This design comes from an exercise in tuning for small area, a short achievable clock period and few clock cycles on the open sky130 flow, not from production work. The RTL was checked by simulation tests, not by an equivalence proof against the original design.

==> run a <==
Design rs_bm_decoder, start of the top module:
module rs_bm_decoder (
    input  wire         clk,
    input  wire         rst,
    input  wire         start,
    input  wire [4:0]   t_in,
    input  wire [377:0] word_in,
    output wire         ready,
    output reg          done,
    output reg          ok,
    output reg  [4:0]   nerr,
    output wire [377:0] word_out
);
  localparam integer P  = 4;                  
  localparam integer NG = (63 + P - 1) / P;   
  localparam integer NS = NG * P;             
  function [5:0] gf_mul(input [5:0] a, input [5:0] b);
    reg [10:0] p;
    integer i;
    begin
      p = 11'd0;
      for (i = 0; i < 6; i = i + 1)
        if (b[i]) p = p ^ ({5'd0, a} << i);
      for (i = 10; i >= 6; i = i - 1)
        if (p[i]) p = p ^ (11'b1000011 << (i - 6));
      gf_mul = p[5:0];
    end
  endfunction
  ...
clock: 10.0 ns
lec_check: 0
cap_margin: 30
core_margin: 2
core_utilization: 40
setup_slack_margin: 5
slew_margin: 30
run.sh (not shown) runs the stock make flow with config.mk's settings and CLKGATE_MAP_FILE= SYNTH_SCRIPT=/design/flow/synth_recipe.tcl, a recipe that flattens the netlist after the stock synthesis.
==> run b (differences from run a) <==
--- a/flow/design.v
+++ b/flow/design.v
@@ -24,27 +24,28 @@
         if (p[i]) p = p ^ (11'b1000011 << (i - 6));
       gf_mul = p[5:0];
     end
   endfunction
   localparam [377:0] APOW = {6'd33, 6'd49, 6'd57, 6'd61, 6'd63, 6'd62, 6'd31, 6'd46, 6'd23, 6'd42, 6'd21, 6'd43, 6'd52, 6'd26, 6'd13, 6'd39, 6'd50, 6'd25, 6'd45, 6'd55, 6'd58, 6'd29, 6'd47, 6'd54, 6'd27, 6'd44, 6'd22, 6'd11, 6'd36, 6'd18, 6'd9, 6'd37, 6'd51, 6'd56, 6'd28, 6'd14, 6'd7, 6'd34, 6'd17, 6'd41, 6'd53, 6'd59, 6'd60, 6'd30, 6'd15, 6'd38, 6'd19, 6'd40, 6'd20, 6'd10, 6'd5, 6'd35, 6'd48, 6'd24, 6'd12, 6'd6, 6'd3, 6'd32, 6'd16, 6'd8, 6'd4, 6'd2, 6'd1};
   localparam [383:0] INV = {6'd32, 6'd3, 6'd16, 6'd55, 6'd58, 6'd59, 6'd8, 6'd36, 6'd60, 6'd17, 6'd29, 6'd10, 6'd18, 6'd38, 6'd4, 6'd42, 6'd41, 6'd12, 6'd30, 6'd7, 6'd5, 6'd48, 6'd47, 6'd13, 6'd19, 6'd50, 6'd9, 6'd56, 6'd21, 6'd27, 6'd2, 6'd63, 6'd6, 6'd45, 6'd53, 6'd11, 6'd34, 6'd20, 6'd15, 6'd23, 6'd24, 6'd14, 6'd35, 6'd26, 6'd39, 6'd51, 6'd54, 6'd61, 6'd25, 6'd22, 6'd40, 6'd46, 6'd28, 6'd52, 6'd37, 6'd57, 6'd44, 6'd31, 6'd43, 6'd49, 6'd62, 6'd33, 6'd1, 6'd0};
   localparam [1919:0] PNT = {6'd1, 6'd16, 6'd12, 6'd5, 6'd19, 6'd60, 6'd17, 6'd28, 6'd9, 6'd22, 6'd47, 6'd45, 6'd13, 6'd21, 6'd31, 6'd57, 6'd2, 6'd32, 6'd24, 6'd10, 6'd38, 6'd59, 6'd34, 6'd56, 6'd18, 6'd44, 6'd29, 6'd25, 6'd26, 6'd42, 6'd62, 6'd49, 6'd4, 6'd3, 6'd48, 6'd20, 6'd15, 6'd53, 6'd7, 6'd51, 6'd36, 6'd27, 6'd58, 6'd50, 6'd52, 6'd23, 6'd63, 6'd33, 6'd8, 6'd6, 6'd35, 6'd40, 6'd30, 6'd41, 6'd14, 6'd37, 6'd11, 6'd54, 6'd55, 6'd39, 6'd43, 6'd46, 6'd61, 6'd1, 6'd1, 6'd8, 6'd3, 6'd24, 6'd5, 6'd40, 6'd15, 6'd59, 6'd17, 6'd14, 6'd51, 6'd18, 6'd22, 6'd54, 6'd58, 6'd25, 6'd13, 6'd43, 6'd23, 6'd62, 6'd57, 6'd1, 6'd8, 6'd3, 6'd24, 6'd5, 6'd40, 6'd15, 6'd59, 6'd17, 6'd14, 6'd51, 6'd18, 6'd22, 6'd54, 6'd58, 6'd25, 6'd13, 6'd43, 6'd23, 6'd62, 6'd57, 6'd1, 6'd8, 6'd3, 6'd24, 6'd5, 6'd40, 6'd15, 6'd59, 6'd17, 6'd14, 6'd51, 6'd18, 6'd22, 6'd54, 6'd58, 6'd25, 6'd13, 6'd43, 6'd23, 6'd62, 6'd57, 6'd1, 6'd1, 6'd4, 6'd16, 6'd3, 6'd12, 6'd48, 6'd5, 6'd20, 6'd19, 6'd15, 6'd60, 6'd53, 6'd17, 6'd7, 6'd28, 6'd51, 6'd9, 6'd36, 6'd22, 6'd27, 6'd47, 6'd58, 6'd45, 6'd50, 6'd13, 6'd52, 6'd21, 6'd23, 6'd31, 6'd63, 6'd57, 6'd33, 6'd2, 6'd8, 6'd32, 6'd6, 6'd24, 6'd35, 6'd10, 6'd40, 6'd38, 6'd30, 6'd59, 6'd41, 6'd34, 6'd14, 6'd56, 6'd37, 6'd18, 6'd11, 6'd44, 6'd54, 6'd29, 6'd55, 6'd25, 6'd39, 6'd26, 6'd43, 6'd42, 6'd46, 6'd62, 6'd61, 6'd49, 6'd1, 6'd1, 6'd2, 6'd4, 6'd8, 6'd16, 6'd32, 6'd3, 6'd6, 6'd12, 6'd24, 6'd48, 6'd35, 6'd5, 6'd10, 6'd20, 6'd40, 6'd19, 6'd38, 6'd15, 6'd30, 6'd60, 6'd59, 6'd53, 6'd41, 6'd17, 6'd34, 6'd7, 6'd14, 6'd28, 6'd56, 6'd51, 6'd37, 6'd9, 6'd18, 6'd36, 6'd11, 6'd22, 6'd44, 6'd27, 6'd54, 6'd47, 6'd29, 6'd58, 6'd55, 6'd45, 6'd25, 6'd50, 6'd39, 6'd13, 6'd26, 6'd52, 6'd43, 6'd21, 6'd42, 6'd23, 6'd46, 6'd31, 6'd62, 6'd63, 6'd61, 6'd57, 6'd49, 6'd33, 6'd1, 6'd1, 6'd1, 6'd1, 6'd1, 6'd1, 6'd1, 6'd1, 6'd1, 6'd1, 6'd1, 6'd1, 6'd1, 6'd1, 6'd1, 6'd1, 6'd1, 6'd1, 6'd1, 6'd1, 6'd1, 6'd1, 6'd1, 6'd1, 6'd1, 6'd1, 6'd1, 6'd1, 6'd1, 6'd1, 6'd1, 6'd1, 6'd1, 6'd1, 6'd1, 6'd1, 6'd1, 6'd1, 6'd1, 6'd1, 6'd1, 6'd1, 6'd1, 6'd1, 6'd1, 6'd1, 6'd1, 6'd1, 6'd1, 6'd1, 6'd1, 6'd1, 6'd1, 6'd1, 6'd1, 6'd1, 6'd1, 6'd1, 6'd1, 6'd1, 6'd1, 6'd1, 6'd1, 6'd1, 6'd1};
   integer k, q;
-  localparam [1:0] A_IDLE = 2'd0, A_SYN = 2'd1, A_RUN = 2'd2, A_FIN = 2'd3;
+  localparam [1:0] A_IDLE = 2'd0, A_RUN = 2'd2, A_FIN = 2'd3;
   reg [1:0]  a_state;
   reg [5:0]  R   [0:62];      
   reg [5:0]  W1  [0:62];      
   reg [4:0]  tA;
   reg [5:0]  synd;            
-  reg [5:0]  win [1:31];      
-  reg [5:0]  C   [0:31];      
+  reg [5:0]  win [1:30];      
+  reg [5:0]  C   [1:31];      
   reg [5:0]  Bs  [0:31];      
   reg [5:0]  Bc  [0:31];      
   reg [5:0]  gam;             
+  reg [5:0]  ib;              
   reg [5:0]  L;
   reg [5:0]  sh;
   reg [5:0]  n;
   reg        b_busy;
   reg [5:0]  bk;
   wire       b_free = !b_busy || (bk == NG + 1);
   wire       a_run  = (a_state == A_RUN);
   wire       a_last = a_run && (n == {tA, 1'b0} - 6'd1);
@@ -53,20 +54,20 @@
   assign ready = ready_q;
   reg [1:0] a_state_nx;
   reg [5:0] n_nx, bk_nx;
   reg       b_busy_nx;
   wire [4:0] tA_nx = ready_q ? t_in : tA;
   always @* begin
     a_state_nx = a_state;
     case (a_state)
-      A_IDLE: if (start) a_state_nx = A_SYN;
-      A_SYN:  a_state_nx = A_RUN;
-      A_RUN:  if (a_last) a_state_nx = hand ? (start ? A_SYN : A_IDLE) : A_FIN;
-      A_FIN:  if (hand) a_state_nx = start ? A_SYN : A_IDLE;
+      A_IDLE: if (start) a_state_nx = A_RUN;
+      A_RUN:  if (a_last) a_state_nx = hand ? (start ? A_RUN : A_IDLE) : A_FIN;
+      A_FIN:  if (hand) a_state_nx = start ? A_RUN : A_IDLE;
+      default: a_state_nx = A_IDLE;
     endcase
     n_nx      = ready_q ? 6'd0 : (a_run ? n + 6'd1 : n);
     b_busy_nx = b_busy;
     bk_nx     = bk;
     if (hand) begin
       b_busy_nx = 1'b1;
       bk_nx     = 6'd0;
     end else if (b_busy) begin
@@ -89,79 +90,86 @@
     s_next = 6'd0;
     for (k = 0; k < 63; k = k + 1) begin
       rot[k] = gf_mul(ready_q ? word_in[6*k +: 6] : R[k], APOW[6*k +: 6]);
       s_next = s_next ^ rot[k];
     end
   end
   reg [5:0] d;
   reg [5:0] u, v;
-  always @* begin
-    u = gf_mul(C[0], synd);
-    v = 6'd0;
-    for (k = 1; k < 32; k = k + 1) begin
-      u = u ^ gf_mul(C[k], win[k]);
-      v = v ^ gf_mul(Bs[k-1], win[k]);
-    end
-  end
-  wire [5:0] d_nx = gf_mul(gam, u) ^ gf_mul(d, v);
+  reg [5:0] Cv [0:31];
+  always @* begin
+    Cv[0] = 6'd1;
+    for (k = 1; k < 32; k = k + 1)
+      Cv[k] = C[k];
+    u = gf_mul(C[1], synd);
+    v = gf_mul(Bs[0], synd);
+    for (k = 2; k < 32; k = k + 1) begin
+      u = u ^ gf_mul(C[k], win[k-1]);
+      v = v ^ gf_mul(Bs[k-1], win[k-1]);
+    end
+  end
+  wire [5:0] f    = gf_mul(d, ib);
+  wire [5:0] d_nx = s_next ^ u ^ gf_mul(f, v);
   wire grow = (d != 6'd0) && ({L, 1'b0} <= {1'b0, n});
   reg [5:0] Cn [0:31];
   reg [5:0] Bcn [0:31];
   always @* begin
     for (k = 0; k < 32; k = k + 1) begin
-      Cn[k]  = a_run ? (gf_mul(gam, C[k]) ^ ((k == 0) ? 6'd0 : gf_mul(d, Bs[k-1]))) : C[k];
-      Bcn[k] = (a_run && grow) ? C[k] : Bc[k];
+      Cn[k]  = (a_run && k > 0) ? (Cv[k] ^ gf_mul(f, Bs[k-1])) : Cv[k];
+      Bcn[k] = (a_run && grow) ? Cv[k] : Bc[k];
     end
   end
   wire [5:0] gamn = (a_run && grow) ? d : gam;
   wire [5:0] Ln   = (a_run && grow) ? (n + 6'd1 - L) : L;
   wire [5:0] shn  = a_run ? (grow ? 6'd0 : sh + 6'd1) : sh;
   always @(posedge clk) begin
     for (k = 0; k < 63; k = k + 1)
       R[k] <= rot[k];
     if (ready_q) begin
       for (k = 0; k < 63; k = k + 1)
         W1[k] <= word_in[6*k +: 6];
       tA <= t_in;
     end
     synd   <= s_next;
     win[1] <= synd;
-    d      <= (a_state == A_RUN) ? d_nx : synd;
-    for (k = 2; k < 32; k = k + 1)
+    d      <= ready_q ? s_next : d_nx;
+    for (k = 2; k < 31; k = k + 1)
       win[k] <= win[k-1];
     if (ready_q) begin
       for (k = 0; k < 32; k = k + 1) begin
-        C[k]  <= (k == 0) ? 6'd1 : 6'd0;
+        if (k > 0) C[k] <= 6'd0;
         Bs[k] <= (k == 0) ? 6'd1 : 6'd0;
         Bc[k] <= (k == 0) ? 6'd1 : 6'd0;
       end
       gam <= 6'd1;
+      ib  <= 6'd1;
       L   <= 6'd0;
       sh  <= 6'd0;
       n   <= 6'd0;
     end else if (a_state == A_RUN) begin
       for (k = 0; k < 32; k = k + 1) begin
-        C[k]  <= Cn[k];
+        if (k > 0) C[k] <= Cn[k];
         Bc[k] <= Bcn[k];
-        Bs[k] <= grow ? C[k] : ((k == 0) ? 6'd0 : Bs[k-1]);
+        Bs[k] <= grow ? Cv[k] : ((k == 0) ? 6'd0 : Bs[k-1]);
       end
       gam <= gamn;
+      if (grow) ib <= INV[6*d +: 6];
       L   <= Ln;
       sh  <= shn;
       n   <= n + 6'd1;
     end
     a_state <= a_state_nx;
     ready_q <= ready_nx;
   end
-  reg [5:0]  TL  [0:31];      
+  reg [5:0]  TL  [1:31];      
   reg [5:0]  TB  [0:31];      
   reg [5:0]  W2  [0:62];      
   reg [5:0]  E   [0:NS-1];    
-  reg [5:0]  gB, LB, shB;
+  reg [5:0]  gB, LB, sB;       
   reg [4:0]  tB;
   reg        rootR [0:P-1];
   reg [5:0]  oddR  [0:P-1];
   reg [5:0]  bvR   [0:P-1];
   reg [5:0]  Z     [0:P-1];   
   reg [5:0]  BP;              
   reg [5:0]  rcnt;
   genvar g;
@@ -170,21 +178,21 @@
       assign word_out[6*g +: 6] = W2[g];
     end
   endgenerate
   reg [5:0] lam_q [0:P-1];
   reg [5:0] odd_q [0:P-1];
   reg [5:0] bv_q  [0:P-1];
   always @* begin
     for (q = 0; q < P; q = q + 1) begin
-      lam_q[q] = 6'd0;
+      lam_q[q] = 6'd1;
       odd_q[q] = 6'd0;
       bv_q[q]  = 6'd0;
       for (k = 0; k < 32; k = k + 1) begin
-        lam_q[q] = lam_q[q] ^ gf_mul(TL[k], APOW[6*((63 * 64 - ((k * q) % 63)) % 63) +: 6]);
+        if (k > 0) lam_q[q] = lam_q[q] ^ gf_mul(TL[k], APOW[6*((63 * 64 - ((k * q) % 63)) % 63) +: 6]);
         if (k % 2 == 1)
           odd_q[q] = odd_q[q] ^ gf_mul(TL[k], APOW[6*((63 * 64 - ((k * q) % 63)) % 63) +: 6]);
         bv_q[q] = bv_q[q] ^ gf_mul(TB[k], APOW[6*((63 * 64 - ((k * q) % 63)) % 63) +: 6]);
       end
     end
   end
   reg [5:0] e_q [0:P-1];
   reg [5:0] rsum;
@@ -196,45 +204,44 @@
     end
   end
   reg [5:0] degB;
   always @* begin
     degB = 6'd0;
     for (k = 1; k < 32; k = k + 1)
       if (TL[k] != 6'd0) degB = k;
   end
-  wire [5:0] sB = ({tB, 1'b0} >= shB) ? ({tB, 1'b0} - shB) : ({tB, 1'b0} + 6'd63 - shB);
-  wire [5:0] K  = gf_mul(gB, TL[0]);
+  wire [5:0] K  = gB;          
   wire       fin = b_busy && (bk == NG);
   reg        degok;           
   wire       okf = degok && (rsum == LB);
   reg [5:0] Enext [0:NS-1];
   always @* begin
     for (k = 0; k < NS - P; k = k + 1)
       Enext[k] = E[k+P];
     for (q = 0; q < P; q = q + 1)
       Enext[NS-P+q] = e_q[q];
   end
   always @(posedge clk) begin
     for (k = 0; k < NS; k = k + 1)
       E[k] <= Enext[k];
     if (hand) begin
       for (k = 0; k < 32; k = k + 1) begin
-        TL[k] <= Cn[k];
+        if (k > 0) TL[k] <= Cn[k];
         TB[k] <= Bcn[k];
       end
       gB  <= gamn;
       LB  <= Ln;
-      shB <= shn;
+      sB  <= ({tA, 1'b0} >= shn) ? ({tA, 1'b0} - shn) : ({tA, 1'b0} + 6'd63 - shn);
       tB  <= tA;
       for (k = 0; k < 63; k = k + 1)
         W2[k] <= W1[k];
     end else begin
       for (k = 0; k < 32; k = k + 1) begin
-        TL[k] <= gf_mul(TL[k], APOW[6*((63 * 64 - ((k * P) % 63)) % 63) +: 6]);
+        if (k > 0) TL[k] <= gf_mul(TL[k], APOW[6*((63 * 64 - ((k * P) % 63)) % 63) +: 6]);
         TB[k] <= gf_mul(TB[k], APOW[6*((63 * 64 - ((k * P) % 63)) % 63) +: 6]);
       end
       if (fin && okf)
         for (k = 0; k < 63; k = k + 1)
           W2[k] <= W2[k] ^ Enext[k];
     end
     for (q = 0; q < P; q = q + 1) begin
       rootR[q] <= (lam_q[q] == 6'd0) && (P * bk + q < 63) && (bk < NG);
==> notes.md <==
min Tclk post-route=5.63 ns; FF+latch count=2787; Antenna Nets Post-Route=2; checks failing in the layout checks=antenna violations; number of flops mapped to enable cells by yosys=825; average cell area after synthesis=8.61 um^2; status=complete, but fails checks; Inserted Clock Buffers=330; most frequent cells after synthesis=xnor2_1, nand2_1, dfxtp_1
Source of the figures above: run b

==> notes.md <==
status=finished clean; most frequent cells after synthesis=xnor2_1, nand2_1, xor2_1; average cell area after synthesis=8.30 um^2; number of flops mapped to enable cells by yosys=831; Resized cells post-CTS=211; critical path's largest stage delay=0.80 ns; FF+latch count=2804; Inserted Clock Buffers=342; cells after synthesis=24700
Source of the figures above: run a

Testbench counts of run a, summed over its fixed seeds: cycles 7,966.
Testbench counts of run b, summed over its fixed seeds: cycles 7,872.

-- re-timing with driven ports --
The flow's constraints put no driver on any port. The routed layouts listed below were extracted and timed again, unchanged, in two steps.
Step 1, drivers: a clkbuf_16 drives clk and a buf_2 each remaining input, both assumed.
Step 2 adds t to the input delays and takes it off the output delays; t is the mean of the earliest and latest rising clock arrival at the registers after step 1. Input paths then give back, and output paths get back, about the clock's delay inside the block.
Three values: ideal ports, drivers, drivers and shift; two values: the first two.
run	t (ns)	setup slack, ns	hold slack, ns
run a	1.159	4.717 / 4.717 / 4.122	0.300 / 0.300 / 0.300
run b	1.161	4.374 / 4.374 / 3.855	0.304 / 0.304 / 0.304
The setup slack of run a, which loses most, moves by 0.000 ns with the drivers and by -0.595 ns with both steps.
